Source: an optimization exercise on an open RTL-to-GDS flow (aim: small area, a short achievable clock period and few clock cycles per item). Production flows keep margins and buffers that such runs may drop.
Power and IR drop assume default switching activity.

== lane 1 ==
==> flow/design.v (excerpt) <==
module chi_bf (
    input  wire         clk,
    input  wire         rst,           
    input  wire         cmd_valid,
    output wire         cmd_ready,
    input  wire         cmd_setup,     
    input  wire         cmd_dec,       
    input  wire [447:0] cmd_key,       
    input  wire [5:0]   cmd_keylen,    
    input  wire [63:0]  cmd_block,     
    output wire         out_valid,
    output wire [63:0]  out_block,
    output wire [31:0]  sb_raddr,      
    input  wire [127:0] sb_rdata,      
    output wire         sb_init,       
    output wire         sb_we,
    output wire [1:0]   sb_wtab,
    output wire [6:0]   sb_widx,       
    output wire [63:0]  sb_wdata       
);
Size: about 3,400 cells after synthesis, about 670 flip-flops, about 820 I/O pins, roughly 0.030 mm2 of cells after synthesis.
clock: 12.0 ns
lec_check: 0
cap_margin: 20
core_margin: 2
core_utilization: 44
cts_buf_list: sky130_fd_sc_hd__clkbuf_4
setup_slack_margin: 3.5
slew_margin: 20
synth_hierarchical: 1
standard.sh (not shown) runs the stock make flow with config.mk's settings and CLKGATE_MAP_FILE= SYNTH_SCRIPT=/design/flow/synth_recipe.tcl, a recipe that flattens the netlist after the stock synthesis.
==> flow/flow/run.sh <==
#!/bin/bash
# The standard layout (standard.sh) with two changes:
#  - every input and output port gets a sky130_fd_sc_hd__buf_1 buffer instead of
#    the resizer's default choice (buffer_ports -buffer_cell);
#  - synthesis maps the combinational logic with its own ABC scripts: the module
#    chi_bf_f (the Blowfish F function and the words formed from it, on the
#    critical path) with flow/abc_f.script, a delay-oriented "map" script, and
#    the top module with flow/abc_top.script, an area-recovering "&nf" script.
#    Apart from those two abc calls the synthesis is ORFS's synth.tcl and
#    the standard flow's synth_recipe.tcl unchanged, so the registers are the standard
#    synthesis's.
set -euo pipefail
here=$(pwd)
export BUFFER_PORTS_ARGS="-buffer_cell sky130_fd_sc_hd__buf_1"

# synth_f.tcl: ORFS synth.tcl with the abc call split per module
python3 - "$FLOW_HOME/scripts/synth.tcl" "$here/synth_f.tcl" \
    "$here/flow/abc_f.script" "$here/flow/abc_top.script" > make_synth.log 2>&1 <<'PY'
import sys
s = open(sys.argv[1]).read()
a = "  log_cmd abc {*}$abc_args\n"
assert s.count(a) == 1
s = s.replace(a, "  set abc_args_f [lreplace $abc_args 1 1 " + sys.argv[3] + "]\n"
                 "  log_cmd abc {*}$abc_args_f chi_bf_f\n"
                 "  set abc_args_t [lreplace $abc_args 1 1 " + sys.argv[4] + "]\n"
                 "  log_cmd abc {*}$abc_args_t chi_bf\n")
open(sys.argv[2], "w").write(s)
PY
# my_synth.tcl: synth_recipe.tcl sourcing synth_f.tcl
python3 - "$here/synth_recipe.tcl" "$here/my_synth.tcl" "$here/synth_f.tcl" \
    >> make_synth.log 2>&1 <<'PY'
import sys
s = open(sys.argv[1]).read()
a = "source $::env(SCRIPTS_DIR)/synth.tcl"
assert s.count(a) == 1
s = s.replace(a, "source " + sys.argv[3])
open(sys.argv[2], "w").write(s)
PY
bash standard.sh SYNTH_SCRIPT="$here/my_synth.tcl" finish > standard.log 2>&1
==> flow/flow/abc_f.script <==
strash
dch
map -B 0.5
topo
stime -c
buffer -c
upsize -c
dnsize -c
==> flow/flow/abc_top.script <==
&get -n
&st
&syn2
&dch
&nf -R 1000
&put
topo
stime -c
buffer -c
upsize -c -D 8000
dnsize -c -D 8000
Modified inputs, lane 2 compared to lane 1
- swapping 44 for 48 in CORE_UTILIZATION
- Routed wire length on lane 2 is ahead of lane 1.
- Lane 2 ended with less non-clock buffer count than lane 1.
- The lower number of stages on the worst setup path of lane 1 and lane 2 is in lane 1.
- [lane 2] number of tap cells inserted fell 9.5% relative to lane 1
- | average detailed-routed wire length per instance | lane 1 vs lane 2 | ≈ equal |
- The final cell count number comes out higher for lane 1 vs lane 2.
Input-level comparison between lane 3 and lane 2:
- a change of SETUP_SLACK_MARGIN from 3.5 to 3.0
### Flow results
Diff lane 2 -> lane 3 | relative contribution of sequential cells to total power | increase of 0.7 points. Number of multi-input combinational cells in the layout came out exactly the same in lane 2 and lane 3. The routed wire length on lane 3 is in line with that on lane 2.
Function was not checked in any run of this note: the RTL went through the layout flow alone.

## re-timing with driven ports
The flow's constraints put no driver on any port. The routed layouts listed below were extracted and timed again, unchanged, in two steps.
Step 1 (the two cells are an assumption about what drives the block):
set clk [get_ports {clk}]
set_driving_cell -lib_cell sky130_fd_sc_hd__clkbuf_16 $clk
set_driving_cell -lib_cell sky130_fd_sc_hd__buf_2 [delete_from_list [all_inputs] $clk]
Step 2, shift: input delay + t, output delay - t, t = (earliest + latest rising clock arrival at the registers) / 2. This alone moves slack from input paths to output paths.
a / b / c = ideal / step 1 / step 2; a / b = the first two.
run	t, ns	setup WS [ns]	hold WS [ns]	worst slew at a driven data input, ns
lane 1	1.089	3.467 / 3.447 / 3.447	0.259 / 0.259 / 0.259	0.52
lane 2	1.066	3.570 / 3.403 / 3.403	0.267 / 0.267 / 0.267	0.50
lane 3	1.074	3.126 / 2.988 / 2.988	0.267 / 0.267 / 0.267	0.48
After both steps every run listed still meets setup and hold. The setup slack of lane 2, which loses most, moves by -0.167 ns with the drivers and by -0.167 ns with both steps.
